What follows belongs to an exercise in optimizing a design on an open flow for small area, a short achievable clock period and few clock cycles; a production flow would make more cautious choices.
RTL that was checked went through simulation tests only; none was proved equivalent to the original.

==> module montpow32, before the edit <==
module montpow32 (
    input  wire        clk,
    input  wire        rst,       
    input  wire        start,     
    input  wire [1:0]  variant,
    input  wire [31:0] n,
    input  wire [31:0] ninv,
    input  wire [31:0] rmodn,
    input  wire [31:0] base,
    input  wire [31:0] exp,
    output wire        ready,
    output reg         done,
    output wire [31:0] result
);
    localparam integer K  = 4;
    localparam integer NC = 32 / K;
    localparam integer CW = (NC > 16) ? 5 : (NC > 8) ? 4 : (NC > 4) ? 3 : (NC > 2) ? 2 : 1;
    localparam [1:0] S_IDLE = 2'd0,
                     S_MUL  = 2'd1,    
                     S_SQ   = 2'd2,    
                     S_FIN  = 2'd3;    
    reg [1:0]    state;
    reg [CW-1:0] cnt;
    reg          pendm;     
    reg          pendc;     
    reg          fin_cp;    
    reg          ready_q;
    reg          fin_mul;   
    reg          first;     
    reg          qany;      
    reg [1:0]  var_q;
    reg [31:0] n_q;
    reg [31:0] res_q;
    reg [31:0] base_q;
    reg [31:0] k_q;
    reg [32:0] s_q;
    reg [32:0] c_q;
    reg           init;      
    reg  [K-1:0]  xd;        
    wire [31:0]   xw   = (state == S_SQ) ? base_q : res_q;
    wire [CW-1:0] cnt1 = cnt + 1'b1;
    wire [K-1:0]  xd_cont = xw[cnt1*K +: K];    
    wire [32:0] ss [0:K];
    wire [32:0] cc [0:K];
    wire [K-1:0] qv;
    wire [K-1:0] qc;    
    assign qc[0] = 1'b0;
    assign ss[0] = init ? 33'd0 : s_q;
    assign cc[0] = init ? 33'd0 : c_q;
    genvar gi;
    generate
        for (gi = 0; gi < K; gi = gi + 1) begin : g_step
            wire [33:0] s0 = {1'b0, ss[gi]};
            wire [33:0] c0 = {1'b0, cc[gi]};
            wire [33:0] a  = xd[gi] ? {2'b00, base_q} : 34'd0;
            wire [33:0] s1 = s0 ^ c0 ^ a;
            wire [33:0] m1 = (s0 & c0) | (s0 & a) | (c0 & a);
            wire [33:0] c1 = {m1[32:0], 1'b0};
            wire        q  = (gi == 0) ? s1[0] : qc[gi];
            if (gi + 1 < K) begin : g_qn
                assign qc[gi+1] = (s1[1] ^ m1[0] ^ (xd[gi+1] & base_q[0])) ^ (q & ~n_q[1]);
            end
            wire [33:0] b  = q ? {2'b00, n_q} : 34'd0;
            wire [33:0] s2 = s1 ^ c1 ^ b;
            wire [33:0] m2 = (s1 & c1) | (s1 & b) | (c1 & b);
            wire [33:0] c2 = {m2[32:0], 1'b0};
            assign qv[gi]    = q;
            assign ss[gi+1]  = s2[33:1];
            assign cc[gi+1]  = c2[33:1];
        end
    endgenerate
    wire [33:0] t  = {1'b0, s_q} + {1'b0, c_q};
    wire        e  = t[33];
    wire [33:0] o  = var_q[1] ? (qany ? 34'd0 : {2'b00, n_q}) : ~{2'b00, n_q};
    wire [33:0] us = {1'b0, s_q} ^ {1'b0, c_q} ^ o;
    wire [33:0] um = ({1'b0, s_q} & {1'b0, c_q}) | ({1'b0, s_q} & o) | ({1'b0, c_q} & o);
    wire [33:0] uc = {um[32:0], ~var_q[1]};
    wire [33:0] u  = us + uc;
    wire        use_u   = var_q[1] | ~(u[33] ^ e);
    wire [31:0] fin_res = use_u ? u[31:0] : t[31:0];
    assign ready  = ready_q;
    assign result = res_q;
    always @(posedge clk) begin
        s_q  <= ss[K];
        c_q  <= cc[K];
        qany <= (init ? 1'b0 : qany) | (|qv);
        init <= 1'b0;
        xd   <= xd_cont;
        if (rst) begin
            state   <= S_IDLE;
            ready_q <= 1'b1;
            done    <= 1'b0;
            pendm   <= 1'b0;
            pendc   <= 1'b0;
            cnt     <= {CW{1'b0}};
        end else begin
            done <= 1'b0;
            case (state)
                S_IDLE: begin
                    var_q  <= variant;
                    n_q    <= n;
                    base_q <= base;
                    res_q  <= rmodn;
                    k_q    <= exp;
                    first  <= 1'b1;
                    pendm  <= 1'b0;
                    pendc  <= 1'b0;
                    cnt    <= {CW{1'b0}};
                    init   <= 1'b1;
                    xd     <= (exp[0] & variant[1]) ? rmodn[K-1:0] : base[K-1:0];
                    if (start) begin
                        if (exp == 32'd0) begin
                            done <= 1'b1;
                        end else begin
                            ready_q <= 1'b0;
                            if (exp[0] & variant[1]) begin
                                state <= S_MUL;
                            end else begin
                                if (exp[0]) begin
                                    first <= 1'b0;
                                    pendc <= 1'b1;
                                end
                                if (exp[31:1] != 31'd0) begin
                                    state <= S_SQ;
                                end else begin
                                    state   <= S_FIN;
                                    fin_mul <= 1'b1;
                                    fin_cp  <= 1'b1;
                                end
                            end
                        end
                    end
                end
                S_MUL: begin
                    cnt <= cnt + 1'b1;
                    if (cnt == NC - 1) begin
                        cnt   <= {CW{1'b0}};
                        first <= 1'b0;
                        if (k_q[31:1] != 31'd0) begin
                            state <= S_SQ;
                            pendm <= 1'b1;
                            init  <= 1'b1;
                            xd    <= base_q[K-1:0];
                        end else begin
                            state   <= S_FIN;
                            fin_mul <= 1'b1;
                            fin_cp  <= 1'b0;
                        end
                    end
                end
                S_SQ: begin
                    if (pendm | pendc)
                        res_q <= pendc ? base_q : fin_res;
                    pendm <= 1'b0;
                    pendc <= 1'b0;
                    cnt <= cnt + 1'b1;
                    if (cnt == NC - 1) begin
                        cnt     <= {CW{1'b0}};
                        state   <= S_FIN;
                        fin_mul <= 1'b0;
                    end
                end
                S_FIN: begin
                    if (fin_mul) begin
                        res_q   <= fin_cp ? base_q : fin_res;
                        done    <= 1'b1;
                        ready_q <= 1'b1;
                        state   <= S_IDLE;
                    end else begin
                        base_q <= fin_res;
                        k_q    <= {1'b0, k_q[31:1]};
                        if (k_q[1] & ~(first & ~var_q[1])) begin
                            state <= S_MUL;
                            init  <= 1'b1;
                            xd    <= res_q[K-1:0];
                        end else begin
                            if (k_q[1]) begin
                                res_q <= fin_res;
                                first <= 1'b0;
                            end
                            if (k_q[31:2] != 30'd0) begin
                                state <= S_SQ;
                                init  <= 1'b1;
                                xd    <= fin_res[K-1:0];
                            end else begin
                                done    <= 1'b1;
                                ready_q <= 1'b1;
                                state   <= S_IDLE;
                            end
                        end
                    end
                end
            endcase
        end
    end
endmodule
Settings: LEC_CHECK=0, CAP_MARGIN=20, CORE_MARGIN=2, CORE_UTILIZATION=40, SLEW_MARGIN=20; clock period 15.0 ns.
standard.sh (not shown) runs the stock make flow with config.mk's settings and CLKGATE_MAP_FILE= SYNTH_SCRIPT=/design/flow/synth_recipe.tcl, a recipe that flattens the netlist after the stock synthesis.
==> flow/flow/run.sh <==
#!/bin/bash
# Standard ORFS layout, with repair_timing aiming for extra setup slack.
set -euo pipefail
MARGIN=$(cat flow/margin.txt)
bash standard.sh SETUP_SLACK_MARGIN=$MARGIN finish > make_finish.log 2>&1
==> flow/flow/margin.txt <==
10
The first run produced a clean layout.
Testbench counts at the start, summed over its fixed seeds: cycles 316,342.
==> next run, changes <==
--- a/flow/design.v
+++ b/flow/design.v
@@ -38,4 +38,5 @@
     reg           init;      
     reg  [K-1:0]  xd;        
+    reg           q0;        
     wire [31:0]   xw   = (state == S_SQ) ? base_q : res_q;
     wire [CW-1:0] cnt1 = cnt + 1'b1;
@@ -44,5 +45,5 @@
     wire [32:0] cc [0:K];
     wire [K-1:0] qv;
-    wire [K-1:0] qc;    
+    wire [K:0]   qc;    
     assign qc[0] = 1'b0;
     assign ss[0] = init ? 33'd0 : s_q;
@@ -54,14 +55,20 @@
             wire [33:0] c0 = {1'b0, cc[gi]};
             wire [33:0] a  = xd[gi] ? {2'b00, base_q} : 34'd0;
-            wire [33:0] s1 = s0 ^ c0 ^ a;
-            wire [33:0] m1 = (s0 & c0) | (s0 & a) | (c0 & a);
+            wire [33:0] m1;
             wire [33:0] c1 = {m1[32:0], 1'b0};
-            wire        q  = (gi == 0) ? s1[0] : qc[gi];
+            wire        q;
+            wire [33:0] b  = q ? {2'b00, n_q} : 34'd0;
+            wire [33:0] s1, s2, m2;
+            genvar gj;
+            for (gj = 0; gj < 34; gj = gj + 1) begin : g_fa
+                assign {m1[gj], s1[gj]} = {1'b0, s0[gj]} + {1'b0, c0[gj]} + {1'b0, a[gj]};
+                assign {m2[gj], s2[gj]} = {1'b0, s1[gj]} + {1'b0, c1[gj]} + {1'b0, b[gj]};
+            end
+            assign      q  = (gi == 0) ? q0 : qc[gi];
             if (gi + 1 < K) begin : g_qn
                 assign qc[gi+1] = (s1[1] ^ m1[0] ^ (xd[gi+1] & base_q[0])) ^ (q & ~n_q[1]);
+            end else begin : g_qk
+                assign qc[gi+1] = s1[1] ^ m1[0] ^ (q & ~n_q[1]);
             end
-            wire [33:0] b  = q ? {2'b00, n_q} : 34'd0;
-            wire [33:0] s2 = s1 ^ c1 ^ b;
-            wire [33:0] m2 = (s1 & c1) | (s1 & b) | (c1 & b);
             wire [33:0] c2 = {m2[32:0], 1'b0};
             assign qv[gi]    = q;
@@ -87,4 +94,5 @@
         init <= 1'b0;
         xd   <= xd_cont;
+        q0   <= qc[K] ^ (xd_cont[0] & base_q[0]);
         if (rst) begin
             state   <= S_IDLE;
@@ -109,4 +117,5 @@
                     init   <= 1'b1;
                     xd     <= (exp[0] & variant[1]) ? rmodn[K-1:0] : base[K-1:0];
+                    q0     <= ((exp[0] & variant[1]) ? rmodn[0] : base[0]) & base[0];
                     if (start) begin
                         if (exp == 32'd0) begin
@@ -142,4 +151,5 @@
                             init  <= 1'b1;
                             xd    <= base_q[K-1:0];
+                            q0    <= base_q[0];
                         end else begin
                             state   <= S_FIN;
@@ -174,4 +184,5 @@
                             init  <= 1'b1;
                             xd    <= res_q[K-1:0];
+                            q0    <= res_q[0] & fin_res[0];
                         end else begin
                             if (k_q[1]) begin
@@ -183,4 +194,5 @@
                                 init  <= 1'b1;
                                 xd    <= fin_res[K-1:0];
+                                q0    <= fin_res[0];
                             end else begin
                                 done    <= 1'b1;
Effect: Synthesized cell count falls by 11%. Via count falls by 8.6%. Non-clock buffer count rises by 37. Worst setup slack gets better by 0.16 ns. Cell count falls by 7.3%. Maximum frequency rises by 3.0%. Design area hardly moves.
Only the layout flow was run in the second run of this note; the RTL was not checked for function there.

---

## the previous run
montpow32, a different RTL version from the one above (not shown whole).
Size in the first run: roughly 2,700 cells after synthesis, roughly 200 I/O pins, roughly 28,000 µm² of cells after synthesis.
==> module montpow32, before the edit <==
module montpow32 (
    input  wire        clk,
    input  wire        rst,       
    input  wire        start,     
    input  wire [1:0]  variant,
    input  wire [31:0] n,
    input  wire [31:0] ninv,
    input  wire [31:0] rmodn,
    input  wire [31:0] base,
    input  wire [31:0] exp,
    output wire        ready,
    output reg         done,
    output wire [31:0] result
);
    localparam integer K  = 8;
    localparam integer NC = 32 / K;
    localparam integer CW = (NC > 16) ? 5 : (NC > 8) ? 4 : (NC > 4) ? 3 : (NC > 2) ? 2 : 1;
    localparam [1:0] S_IDLE = 2'd0,
                     S_MUL  = 2'd1,    
                     S_SQ   = 2'd2,    
                     S_FIN  = 2'd3;    
    reg [1:0]    state;
    reg [CW-1:0] cnt;
    reg          pendm;     
    reg          fin_mul;   
    reg          first;     
    reg          qany;      
    reg [1:0]  var_q;
    reg [31:0] n_q;
    reg [31:0] res_q;
    reg [31:0] base_q;
    reg [31:0] k_q;
    reg [32:0] s_q;
    reg [32:0] c_q;
    wire          init = (cnt == {CW{1'b0}});
    wire [31:0]   xw   = (state == S_SQ) ? base_q : res_q;
    wire [K-1:0]  xd   = xw[cnt*K +: K];
    wire [32:0] ss [0:K];
    wire [32:0] cc [0:K];
    wire [K-1:0] qv;
    assign ss[0] = init ? 33'd0 : s_q;
    assign cc[0] = init ? 33'd0 : c_q;
    genvar gi;
    generate
        for (gi = 0; gi < K; gi = gi + 1) begin : g_step
            wire [33:0] s0 = {1'b0, ss[gi]};
            wire [33:0] c0 = {1'b0, cc[gi]};
            wire [33:0] a  = xd[gi] ? {2'b00, base_q} : 34'd0;
            wire [33:0] s1 = s0 ^ c0 ^ a;
            wire [33:0] m1 = (s0 & c0) | (s0 & a) | (c0 & a);
            wire [33:0] c1 = {m1[32:0], 1'b0};
            wire        q  = s1[0];
            wire [33:0] b  = q ? {2'b00, n_q} : 34'd0;
            wire [33:0] s2 = s1 ^ c1 ^ b;
            wire [33:0] m2 = (s1 & c1) | (s1 & b) | (c1 & b);
            wire [33:0] c2 = {m2[32:0], 1'b0};
            assign qv[gi]    = q;
            assign ss[gi+1]  = s2[33:1];
            assign cc[gi+1]  = c2[33:1];
        end
    endgenerate
    wire [33:0] t  = {1'b0, s_q} + {1'b0, c_q};
    wire        e  = t[33];
    wire [33:0] o  = var_q[1] ? (qany ? 34'd0 : {2'b00, n_q}) : ~{2'b00, n_q};
    wire [33:0] us = {1'b0, s_q} ^ {1'b0, c_q} ^ o;
    wire [33:0] um = ({1'b0, s_q} & {1'b0, c_q}) | ({1'b0, s_q} & o) | ({1'b0, c_q} & o);
    wire [33:0] uc = {um[32:0], ~var_q[1]};
    wire [33:0] u  = us + uc;
    wire        use_u   = var_q[1] | ~(u[33] ^ e);
    wire [31:0] fin_res = use_u ? u[31:0] : t[31:0];
    assign ready  = (state == S_IDLE);
    assign result = res_q;
    always @(posedge clk) begin
        s_q  <= ss[K];
        c_q  <= cc[K];
        qany <= (init ? 1'b0 : qany) | (|qv);
        if (rst) begin
            state <= S_IDLE;
            done  <= 1'b0;
            pendm <= 1'b0;
            cnt   <= {CW{1'b0}};
        end else begin
            done <= 1'b0;
            case (state)
                S_IDLE: begin
                    if (start) begin
                        var_q <= variant;
                        n_q   <= n;
                        base_q <= base;
                        first <= 1'b1;
                        pendm <= 1'b0;
                        cnt   <= {CW{1'b0}};
                        if (exp == 32'd0) begin
                            res_q <= rmodn;
                            done  <= 1'b1;
                        end else if (exp[0] & ~variant[1]) begin
                            res_q <= base;
                            first <= 1'b0;
                            if (exp[31:1] == 31'd0)
                                done <= 1'b1;
                            else begin
                                state <= S_SQ;
                                k_q   <= {1'b0, exp[31:1]};
                            end
                        end else begin
                            res_q <= rmodn;
                            if (exp[0]) begin
                                state <= S_MUL;
                                k_q   <= exp;
                            end else begin
                                state <= S_SQ;
                                k_q   <= {1'b0, exp[31:1]};
                            end
                        end
                    end
                end
                S_MUL: begin
                    cnt <= cnt + 1'b1;
                    if (cnt == NC - 1) begin
                        cnt   <= {CW{1'b0}};
                        first <= 1'b0;
                        if (k_q[31:1] != 31'd0) begin
                            state <= S_SQ;
                            k_q   <= {1'b0, k_q[31:1]};
                            pendm <= 1'b1;
                        end else begin
                            state   <= S_FIN;
                            fin_mul <= 1'b1;
                        end
                    end
                end
                S_SQ: begin
                    if (pendm) begin
                        res_q <= fin_res;
                        pendm <= 1'b0;
                    end
                    cnt <= cnt + 1'b1;
                    if (cnt == NC - 1) begin
                        cnt     <= {CW{1'b0}};
                        state   <= S_FIN;
                        fin_mul <= 1'b0;
                    end
                end
                S_FIN: begin
                    if (fin_mul) begin
                        res_q <= fin_res;
                        done  <= 1'b1;
                        state <= S_IDLE;
                    end else begin
                        base_q <= fin_res;
                        if (k_q[0] & ~(first & ~var_q[1])) begin
                            state <= S_MUL;
                        end else begin
                            if (k_q[0]) begin
                                res_q <= fin_res;
                                first <= 1'b0;
                            end
                            if (k_q[31:1] != 31'd0) begin
                                state <= S_SQ;
                                k_q   <= {1'b0, k_q[31:1]};
                            end else begin
                                done  <= 1'b1;
                                state <= S_IDLE;
                            end
                        end
                    end
                end
            endcase
        end
    end
endmodule
make LEC_CHECK=0 CAP_MARGIN=20 CORE_MARGIN=2 CORE_UTILIZATION=40 SLEW_MARGIN=20 finish   # period 15.0 ns
run.sh (not shown) runs the stock make flow with config.mk's settings and CLKGATE_MAP_FILE= SYNTH_SCRIPT=/design/flow/synth_recipe.tcl, a recipe that flattens the netlist after the stock synthesis.
Stock flow here: none of the scripts above is used.
The inputs of the current run differ from those of the previous run as listed below.
diff --git a/flow/design.v b/flow/design.v
--- a/flow/design.v
+++ b/flow/design.v
@@ -11,9 +11,9 @@
     output wire        ready,
     output reg         done,
     output wire [31:0] result
 );
-    localparam integer K  = 8;
+    localparam integer K  = 4;
     localparam integer NC = 32 / K;
     localparam integer CW = (NC > 16) ? 5 : (NC > 8) ? 4 : (NC > 4) ? 3 : (NC > 2) ? 2 : 1;
     localparam [1:0] S_IDLE = 2'd0,
                      S_MUL  = 2'd1,    
Findings:
The current run went all the way through the flow, and no timing, DRC or antenna check failed. Going from the previous run to the current run, via count of the first global-routing pass shrinks by 23%. Between the previous run and the current run, the cell count went down. When the current run is set beside the previous run, its pin slew with the least headroom to its limit turns out to be 0.072 ns larger. The current run ends up with a final-layout non-clock buffer area share that is 1.5 points higher than in the previous run. For the smallest hold slack, the current run came in 0.0042 ns lower than the previous run did. Measured against the current run, the non-clock buffer count of the previous run comes out at 1.08 times the reference value. When the current run is set beside the previous run, its final instance area turns out to be 23% smaller. In the tables for the previous run and the current run, total stage count of the critical path reads lower with the current run. Number of ordinary inverters in the final layout in the current run vs the previous run: down about 20%. Between the current run and the previous run, it is the current run whose final worst slack is higher, by 3.81 ns.
Testbench counts of the current run, summed over its fixed seeds: cycles 316,342.
No functional check of the RTL was part of the previous run.

## afterwards: timing with drivers on the ports
No port has a modelled driver above. Below, the same layouts with a new extraction and two added sets of constraints.
Step 1 sets driving cells, clkbuf_16 on the clock port and buf_2 on the other inputs (assumed; they add their load-dependent delay and slew).
Step 2 moves the port delays by t, midway between the first and last clock arrival at a register: inputs arrive t later, outputs are due t later. That takes back most of the time a late clock gives input paths.
Slacks: no drivers / after step 1 / after step 2; pairs: no drivers / after step 1.
run	shift t [ns]	setup slack, ns	clock arrival spread, ns	slew at the worst register clock pin (ns)	worst data-port slew with drivers (ns)
the first run of note 1	0.656	9.721 / 9.721 / 9.514	0.014 / 0.014	0.07 / 0.07	0.06
the second run of note 1	0.631	9.876 / 9.876 / 9.591	0.015 / 0.015	0.06 / 0.06	0.11
the previous run	0.647	1.351 / 1.351 / 1.351	0.024 / 0.024	0.07 / 0.07	0.08
the current run	0.637	5.160 / 5.160 / 5.160	0.042 / 0.042	0.07 / 0.07	0.08
After both steps every run listed still meets setup and hold. The setup slack of the second run of note 1, which loses most, moves by 0.000 ns with the drivers and by -0.285 ns with both steps.
